This is an optimization exercise on Yosys and OpenROAD, whose aim is small area, a short achievable clock period and few clock cycles per item, not a production implementation.
The RTL was checked by simulation tests, not by an equivalence proof against the original design.
Power is estimated from default activity; no workload was simulated.

==> job 4893: inputs <==
## sb2_render
module sb2_render (
    input  wire        clk,
    input  wire        rst,
    input  wire        wr_en,
    input  wire [1:0]  wr_ch,
    input  wire [3:0]  wr_reg,
    input  wire [31:0] wr_data,
    input  wire [1:0]  rd_ch,
    input  wire [3:0]  rd_reg,
    output reg  [31:0] rd_data,
    input  wire        start,
    output wire        ready,
    output reg         done,
    output reg  [15:0] out_l,
    output reg  [15:0] out_r,
    output reg         mem_req,
    output wire [31:0] mem_addr,
    input  wire        mem_ack,
    input  wire [7:0]  mem_rdata
);
export LEC_CHECK = 0
export CAP_MARGIN = 20
export CORE_MARGIN = 2
export CORE_UTILIZATION = 45
export SETUP_SLACK_MARGIN = 5
export SLEW_MARGIN = 20
create_clock -name core_clock -period 13.0 [get_ports {clk}]
standard.sh (not shown) runs the stock make flow with config.mk's settings and CLKGATE_MAP_FILE= SYNTH_SCRIPT=/design/flow/synth_recipe.tcl, a recipe that flattens the netlist after the stock synthesis.
==> flow/flow/run.sh <==
#!/bin/bash
# The standard layout, with plain buffers (not delay cells) on the ports.
set -euo pipefail
export BUFFER_PORTS_ARGS="-buffer_cell sky130_fd_sc_hd__buf_4"
bash standard.sh > standard.log 2>&1
==> inputs of job 6461, as changes to job 4893 <==
--- a/flow/design.v
+++ b/flow/design.v
@@ -159,14 +159,18 @@
     wire signed [9:0]  voff = osc_off(vph[ec], vdep[ec]);
     wire signed [17:0] psum = $signed({2'b00, R[15:0]}) + $signed(R[25:16]);
     wire [15:0] pe = (psum < 18'sd1) ? 16'd1 : (psum > 18'sd65535) ? 16'hFFFF : psum[15:0];
     wire [15:0] base_eff = (D[15:0] == 16'd0) ? 16'd1 : D[15:0];
     wire [32:0] xi = {c32[ec], curi[ec]} - {1'b0, lstart[ec]};
     reg  [31:0] mrate;
-    wire [33:0] nsum = {2'b00, R[31:0]} + (Q[18] ? {2'b00, mrate} : 34'd0) + (Q[19] ? {1'b0, mrate, 1'b0} : 34'd0);
-    wire [33:0] dsum = {2'b00, D[47:16]} + (D[0] ? {2'b00, outrate} : 34'd0) + (D[1] ? {1'b0, outrate, 1'b0} : 34'd0);
+    wire [35:0] nsum = {4'd0, R[31:0]}
+                     + (Q[18] ? {4'd0, mrate} : 36'd0) + (Q[19] ? {3'd0, mrate, 1'b0} : 36'd0)
+                     + (Q[20] ? {2'd0, mrate, 2'd0} : 36'd0) + (Q[21] ? {1'd0, mrate, 3'd0} : 36'd0);
+    wire [35:0] dsum = {4'd0, D[47:16]}
+                     + (D[0] ? {4'd0, outrate} : 36'd0) + (D[1] ? {3'd0, outrate, 1'b0} : 36'd0)
+                     + (D[2] ? {2'd0, outrate, 2'd0} : 36'd0) + (D[3] ? {1'd0, outrate, 3'd0} : 36'd0);
     wire [48:0] tv1 = {R[47:0], Q[33]};
     wire [49:0] d1  = {1'b0, tv1} - {2'b00, D};
     wire        g1  = !d1[49];
     wire [48:0] r1  = g1 ? d1[48:0] : tv1;
     wire [48:0] tv2 = {r1[47:0], Q[32]};
     wire [49:0] d2  = {1'b0, tv2} - {2'b00, D};
@@ -190,13 +194,13 @@
             emod <= cand_mod[cpickx];
             eph  <= E_LOAD;
         end else if (eb) begin
             case (eph)
             E_LOAD: eph <= E_SET;
             E_SET:  eph <= emod ? E_DIV : E_MUL;
-            E_MUL:  if (ecnt == 5'd7) eph <= E_CHK;
+            E_MUL:  if (ecnt == 5'd3) eph <= E_CHK;
             E_CHK: begin
                 eph <= E_DIV;
                 if (sat)
                     eb <= 1'b0;
             end
             E_DIV: begin
@@ -233,15 +237,15 @@
                 end else begin
                     Q <= {pe, 18'd0};
                     D <= {32'd0, base_eff};
                 end
             end
             E_MUL: begin
-                R[31:0]  <= nsum[33:2];
-                Q[33:18] <= {nsum[1:0], Q[33:20]};
-                D        <= {dsum[33:2], dsum[1:0], D[15:2]};
+                R[31:0]  <= nsum[35:4];
+                Q[33:18] <= {nsum[3:0], Q[33:22]};
+                D        <= {dsum[35:4], dsum[3:0], D[15:4]};
             end
             E_CHK: begin
                 if (q16) begin
                     R    <= {1'b0, numv};
                     Q    <= 34'd0;
                     ecnt <= 5'd8;
==> inputs of job 4596, as changes to job 4893 <==
--- a/flow/design.v
+++ b/flow/design.v
@@ -143,13 +143,13 @@
     reg [2:0]  eph;             
     reg [1:0]  ec;              
     reg [4:0]  ecnt;
     reg [48:0] R;
     reg [33:0] Q;
     reg [47:0] D;
-    localparam E_LOAD = 3'd0, E_SET = 3'd1, E_MUL = 3'd2, E_DIV = 3'd3, E_WB = 3'd4, E_CHK = 3'd5;
+    localparam E_LOAD = 3'd0, E_SET = 3'd1, E_MUL = 3'd2, E_DIV = 3'd3, E_WB = 3'd4, E_CHK = 3'd5, E_ADD = 3'd6;
     wire [3:0] cand_step = infr ? (pc & ~sv) : (~sv & ~inval);
     wire [3:0] cand_mod  = infr ? fw : 4'd0;
     wire [3:0] cand      = cand_step | cand_mod;
     wire [1:0] cpick     = cand[0] ? 2'd0 : cand[1] ? 2'd1 : cand[2] ? 2'd2 : 2'd3;
     wire       efree;
     wire [3:0] candx     = cand & ~((eb && efree) ? (4'd1 << ec) : 4'd0);
@@ -159,14 +159,18 @@
     wire signed [9:0]  voff = osc_off(vph[ec], vdep[ec]);
     wire signed [17:0] psum = $signed({2'b00, R[15:0]}) + $signed(R[25:16]);
     wire [15:0] pe = (psum < 18'sd1) ? 16'd1 : (psum > 18'sd65535) ? 16'hFFFF : psum[15:0];
     wire [15:0] base_eff = (D[15:0] == 16'd0) ? 16'd1 : D[15:0];
     wire [32:0] xi = {c32[ec], curi[ec]} - {1'b0, lstart[ec]};
     reg  [31:0] mrate;
-    wire [33:0] nsum = {2'b00, R[31:0]} + (Q[18] ? {2'b00, mrate} : 34'd0) + (Q[19] ? {1'b0, mrate, 1'b0} : 34'd0);
-    wire [33:0] dsum = {2'b00, D[47:16]} + (D[0] ? {2'b00, outrate} : 34'd0) + (D[1] ? {1'b0, outrate, 1'b0} : 34'd0);
+    wire [35:0] nsum = {4'd0, R[31:0]}
+                     + (Q[18] ? {4'd0, mrate} : 36'd0) + (Q[19] ? {3'd0, mrate, 1'b0} : 36'd0)
+                     + (Q[20] ? {2'd0, mrate, 2'd0} : 36'd0) + (Q[21] ? {1'd0, mrate, 3'd0} : 36'd0);
+    wire [35:0] dsum = {4'd0, D[47:16]}
+                     + (D[0] ? {4'd0, outrate} : 36'd0) + (D[1] ? {3'd0, outrate, 1'b0} : 36'd0)
+                     + (D[2] ? {2'd0, outrate, 2'd0} : 36'd0) + (D[3] ? {1'd0, outrate, 3'd0} : 36'd0);
     wire [48:0] tv1 = {R[47:0], Q[33]};
     wire [49:0] d1  = {1'b0, tv1} - {2'b00, D};
     wire        g1  = !d1[49];
     wire [48:0] r1  = g1 ? d1[48:0] : tv1;
     wire [48:0] tv2 = {r1[47:0], Q[32]};
     wire [49:0] d2  = {1'b0, tv2} - {2'b00, D};
@@ -177,37 +181,38 @@
     wire        q16      = numv < D;                  
     wire        q20      = {4'd0, numv} < {D, 4'd0};   
     wire        step_fin = eb && !emod && ((eph == E_CHK && sat) || (eph == E_DIV && ecnt == 5'd15)) && !ekill;
     wire [31:0] step_val = (eph == E_CHK) ? 32'hFFFF_FFFF : {Q[29:0], g1, g2};
     wire        mod_fin  = eb && emod && (eph == E_WB);
     assign efree = step_fin || mod_fin;
-    assign mod_curi = lstart[ec] + R[31:0];
+    assign mod_curi = R[31:0];
     always @(posedge clk) begin
         if (rst) begin
             eb <= 1'b0;
         end else if (estart) begin
             eb   <= 1'b1;
             ec   <= cpickx;
             emod <= cand_mod[cpickx];
             eph  <= E_LOAD;
         end else if (eb) begin
             case (eph)
             E_LOAD: eph <= E_SET;
             E_SET:  eph <= emod ? E_DIV : E_MUL;
-            E_MUL:  if (ecnt == 5'd7) eph <= E_CHK;
+            E_MUL:  if (ecnt == 5'd3) eph <= E_CHK;
             E_CHK: begin
                 eph <= E_DIV;
                 if (sat)
                     eb <= 1'b0;
             end
             E_DIV: begin
                 if (step_fin)
                     eb <= 1'b0;
                 if (emod && ecnt == 5'd16)
-                    eph <= E_WB;
+                    eph <= E_ADD;
             end
+            E_ADD:  eph <= E_WB;
             default: eb <= 1'b0;
             endcase
             if (ekill)
                 eb <= 1'b0;
         end
     end
@@ -233,15 +238,15 @@
                 end else begin
                     Q <= {pe, 18'd0};
                     D <= {32'd0, base_eff};
                 end
             end
             E_MUL: begin
-                R[31:0]  <= nsum[33:2];
-                Q[33:18] <= {nsum[1:0], Q[33:20]};
-                D        <= {dsum[33:2], dsum[1:0], D[15:2]};
+                R[31:0]  <= nsum[35:4];
+                Q[33:18] <= {nsum[3:0], Q[33:22]};
+                D        <= {dsum[35:4], dsum[3:0], D[15:4]};
             end
             E_CHK: begin
                 if (q16) begin
                     R    <= {1'b0, numv};
                     Q    <= 34'd0;
                     ecnt <= 5'd8;
@@ -254,12 +259,13 @@
                 end
             end
             E_DIV: begin
                 R <= r2;
                 Q <= {Q[31:0], g1, g2};
             end
+            E_ADD: R[31:0] <= lstart[ec] + R[31:0];    
             default: ;
             endcase
         end
     end
     wire signed [9:0]  toff = osc_off(tph[vpch], tdep[vpch]);
     wire signed [10:0] vsum = $signed({3'b000, vol[vpch2]}) + toff_r;
@@ -423,11 +429,11 @@
             mq <= mq_nx;
             if (!infr || !mreq || mem_ack) begin
                 mreq <= mq_nx != 4'd0;
                 fch  <= (pre && !mem_ack) ? paf : fpick;
             end
             paf <= ppick;
-            pav <= pok && !spcw[ppick];
+            pav <= pok && ((nm & spcw) == 4'd0);
             pa  <= sdata[ppick] + cur_i[ppick][31:0];
         end
     end
 endmodule
Settings changed: CORE_UTILIZATION 45 to 50, PLACE_DENSITY set to 0.65.
==> inputs of job 5498, as changes to job 4893 <==
--- a/flow/design.v
+++ b/flow/design.v
@@ -143,13 +143,13 @@
     reg [2:0]  eph;             
     reg [1:0]  ec;              
     reg [4:0]  ecnt;
     reg [48:0] R;
     reg [33:0] Q;
     reg [47:0] D;
-    localparam E_LOAD = 3'd0, E_SET = 3'd1, E_MUL = 3'd2, E_DIV = 3'd3, E_WB = 3'd4, E_CHK = 3'd5;
+    localparam E_LOAD = 3'd0, E_SET = 3'd1, E_MUL = 3'd2, E_DIV = 3'd3, E_WB = 3'd4, E_CHK = 3'd5, E_ADD = 3'd6;
     wire [3:0] cand_step = infr ? (pc & ~sv) : (~sv & ~inval);
     wire [3:0] cand_mod  = infr ? fw : 4'd0;
     wire [3:0] cand      = cand_step | cand_mod;
     wire [1:0] cpick     = cand[0] ? 2'd0 : cand[1] ? 2'd1 : cand[2] ? 2'd2 : 2'd3;
     wire       efree;
     wire [3:0] candx     = cand & ~((eb && efree) ? (4'd1 << ec) : 4'd0);
@@ -159,14 +159,18 @@
     wire signed [9:0]  voff = osc_off(vph[ec], vdep[ec]);
     wire signed [17:0] psum = $signed({2'b00, R[15:0]}) + $signed(R[25:16]);
     wire [15:0] pe = (psum < 18'sd1) ? 16'd1 : (psum > 18'sd65535) ? 16'hFFFF : psum[15:0];
     wire [15:0] base_eff = (D[15:0] == 16'd0) ? 16'd1 : D[15:0];
     wire [32:0] xi = {c32[ec], curi[ec]} - {1'b0, lstart[ec]};
     reg  [31:0] mrate;
-    wire [33:0] nsum = {2'b00, R[31:0]} + (Q[18] ? {2'b00, mrate} : 34'd0) + (Q[19] ? {1'b0, mrate, 1'b0} : 34'd0);
-    wire [33:0] dsum = {2'b00, D[47:16]} + (D[0] ? {2'b00, outrate} : 34'd0) + (D[1] ? {1'b0, outrate, 1'b0} : 34'd0);
+    wire [35:0] nsum = {4'd0, R[31:0]}
+                     + (Q[18] ? {4'd0, mrate} : 36'd0) + (Q[19] ? {3'd0, mrate, 1'b0} : 36'd0)
+                     + (Q[20] ? {2'd0, mrate, 2'd0} : 36'd0) + (Q[21] ? {1'd0, mrate, 3'd0} : 36'd0);
+    wire [35:0] dsum = {4'd0, D[47:16]}
+                     + (D[0] ? {4'd0, outrate} : 36'd0) + (D[1] ? {3'd0, outrate, 1'b0} : 36'd0)
+                     + (D[2] ? {2'd0, outrate, 2'd0} : 36'd0) + (D[3] ? {1'd0, outrate, 3'd0} : 36'd0);
     wire [48:0] tv1 = {R[47:0], Q[33]};
     wire [49:0] d1  = {1'b0, tv1} - {2'b00, D};
     wire        g1  = !d1[49];
     wire [48:0] r1  = g1 ? d1[48:0] : tv1;
     wire [48:0] tv2 = {r1[47:0], Q[32]};
     wire [49:0] d2  = {1'b0, tv2} - {2'b00, D};
@@ -177,37 +181,38 @@
     wire        q16      = numv < D;                  
     wire        q20      = {4'd0, numv} < {D, 4'd0};   
     wire        step_fin = eb && !emod && ((eph == E_CHK && sat) || (eph == E_DIV && ecnt == 5'd15)) && !ekill;
     wire [31:0] step_val = (eph == E_CHK) ? 32'hFFFF_FFFF : {Q[29:0], g1, g2};
     wire        mod_fin  = eb && emod && (eph == E_WB);
     assign efree = step_fin || mod_fin;
-    assign mod_curi = lstart[ec] + R[31:0];
+    assign mod_curi = R[31:0];
     always @(posedge clk) begin
         if (rst) begin
             eb <= 1'b0;
         end else if (estart) begin
             eb   <= 1'b1;
             ec   <= cpickx;
             emod <= cand_mod[cpickx];
             eph  <= E_LOAD;
         end else if (eb) begin
             case (eph)
             E_LOAD: eph <= E_SET;
             E_SET:  eph <= emod ? E_DIV : E_MUL;
-            E_MUL:  if (ecnt == 5'd7) eph <= E_CHK;
+            E_MUL:  if (ecnt == 5'd3) eph <= E_CHK;
             E_CHK: begin
                 eph <= E_DIV;
                 if (sat)
                     eb <= 1'b0;
             end
             E_DIV: begin
                 if (step_fin)
                     eb <= 1'b0;
                 if (emod && ecnt == 5'd16)
-                    eph <= E_WB;
+                    eph <= E_ADD;
             end
+            E_ADD:  eph <= E_WB;
             default: eb <= 1'b0;
             endcase
             if (ekill)
                 eb <= 1'b0;
         end
     end
@@ -233,15 +238,15 @@
                 end else begin
                     Q <= {pe, 18'd0};
                     D <= {32'd0, base_eff};
                 end
             end
             E_MUL: begin
-                R[31:0]  <= nsum[33:2];
-                Q[33:18] <= {nsum[1:0], Q[33:20]};
-                D        <= {dsum[33:2], dsum[1:0], D[15:2]};
+                R[31:0]  <= nsum[35:4];
+                Q[33:18] <= {nsum[3:0], Q[33:22]};
+                D        <= {dsum[35:4], dsum[3:0], D[15:4]};
             end
             E_CHK: begin
                 if (q16) begin
                     R    <= {1'b0, numv};
                     Q    <= 34'd0;
                     ecnt <= 5'd8;
@@ -254,12 +259,13 @@
                 end
             end
             E_DIV: begin
                 R <= r2;
                 Q <= {Q[31:0], g1, g2};
             end
+            E_ADD: R[31:0] <= lstart[ec] + R[31:0];    
             default: ;
             endcase
         end
     end
     wire signed [9:0]  toff = osc_off(tph[vpch], tdep[vpch]);
     wire signed [10:0] vsum = $signed({3'b000, vol[vpch2]}) + toff_r;
@@ -423,11 +429,11 @@
             mq <= mq_nx;
             if (!infr || !mreq || mem_ack) begin
                 mreq <= mq_nx != 4'd0;
                 fch  <= (pre && !mem_ack) ? paf : fpick;
             end
             paf <= ppick;
-            pav <= pok && !spcw[ppick];
+            pav <= pok && ((nm & spcw) == 4'd0);
             pa  <= sdata[ppick] + cur_i[ppick][31:0];
         end
     end
 endmodule
==> comparison <==
Job 4596 went through all stages and came out clean. Job 4893 produced a clean layout. Job 5498 finished with timing, DRC and antenna clean. Job 6461 went through all stages and came out clean.
In fmax, job 4893 and job 5498 hardly differ.
In job 4893 the routed wire length is larger than in job 6461, by 8.4%.
In job 6461 the die area is larger than in job 4893, by 2.1%.
Of job 5498 and job 6461, job 5498 has the higher final cell count (gap about 1.3%, measured against job 6461).
In synthesized cell count, job 5498 and job 4596 do not differ.
In job 4596 the combinational power is smaller than in job 4893, by about 8%.
The lowest total power belongs to job 6461, the highest to job 4893.
Via count: job 4893 > job 4596 > job 5498 > job 6461.
==> figures <==
quantity	job 5498	job 6461	job 4596	job 4893
Share of the clock period used by the worst path	64.0%	62.4%	62.0%	63.8%
Fraction of synthesized cell area in xor and xnor cells	4.66%	4.87%	4.66%	4.69%
Switching share of total power	43.3%	40.5%	43.2%	44.8%
Cell with the largest stage delay on the worst path	sky130_fd_sc_hd__a21oi_1	sky130_fd_sc_hd__mux4_2	sky130_fd_sc_hd__a21oi_1	sky130_fd_sc_hd__or4_1
Post-CTS Resized	137	125	100	171
Power in the clock group	6.10 mW	6.24 mW	6.16 mW	6.20 mW
Yosys cell types	101	102	101	103
Last element of the critical path	fch[0]	rd_data[11]	rd_data[20]	mem_addr[31]
Placed Cells incl. Taps	16,700	16,400	16,300	16,200
Largest net degree at the start of global routing	72	71	97	75
Total detailed-routing wirelength	669 mm	648 mm	642 mm	703 mm
Total number of cells along the worst setup path	24	6	10	19
Synth-to-Final Area Change	11.8%	12.1%	11.0%	13.2%
Final worst setup slack	4.69 ns	4.89 ns	4.94 ns	4.70 ns
Number of buffers inserted during clock tree synthesis	209	208	210	206
Data buffer area share	3.31%	3.32%	3.00%	3.96%
Outcome	finished clean	finished clean	finished clean	finished clean
Routed wire length on met3	72.3 mm	69.6 mm	78.4 mm	102 mm
Testbench counts of job 4893, summed over its fixed seeds: cycles 14,200, frames 2,560.
Testbench counts of job 6461, summed over its fixed seeds: cycles 13,625, frames 2,560.
Testbench counts of job 4596, summed over its fixed seeds: cycles 13,630, frames 2,560.
Testbench counts of job 5498, summed over its fixed seeds: cycles 13,630, frames 2,560.

afterwards: timing with drivers on the ports:
The flow's constraints put no driver on any port. The routed layouts listed below were extracted and timed again, unchanged, in two steps.
Step 1, drivers: a clkbuf_16 drives clk and a buf_2 each remaining input, both assumed.
Step 2 adds t to the input delays and takes it off the output delays; t is the mean of the earliest and latest rising clock arrival at the registers after step 1. Input paths then give back, and output paths get back, about the clock's delay inside the block.
Three values: no drivers, after step 1, after step 2; two values: the first two.
run	t (ns)	setup WS [ns]	hold WS [ns]	worst setup path after step 2	pins driven straight from the clock port
job 4893	1.051	4.701 / 4.585 / 4.604	0.467 / 0.467 / 0.467	input to output	1
job 6461	1.028	4.886 / 4.533 / 4.533	0.456 / 0.456 / 0.456	input to output	1
job 4596	1.035	4.937 / 4.626 / 4.626	0.461 / 0.461 / 0.461	input to output	1
job 5498	1.038	4.685 / 4.586 / 4.586	0.464 / 0.464 / 0.464	input to output	1
After both steps setup and hold are still met in every run listed. The setup slack of job 6461, which loses most, moves by -0.353 ns with the drivers and by -0.353 ns with both steps.
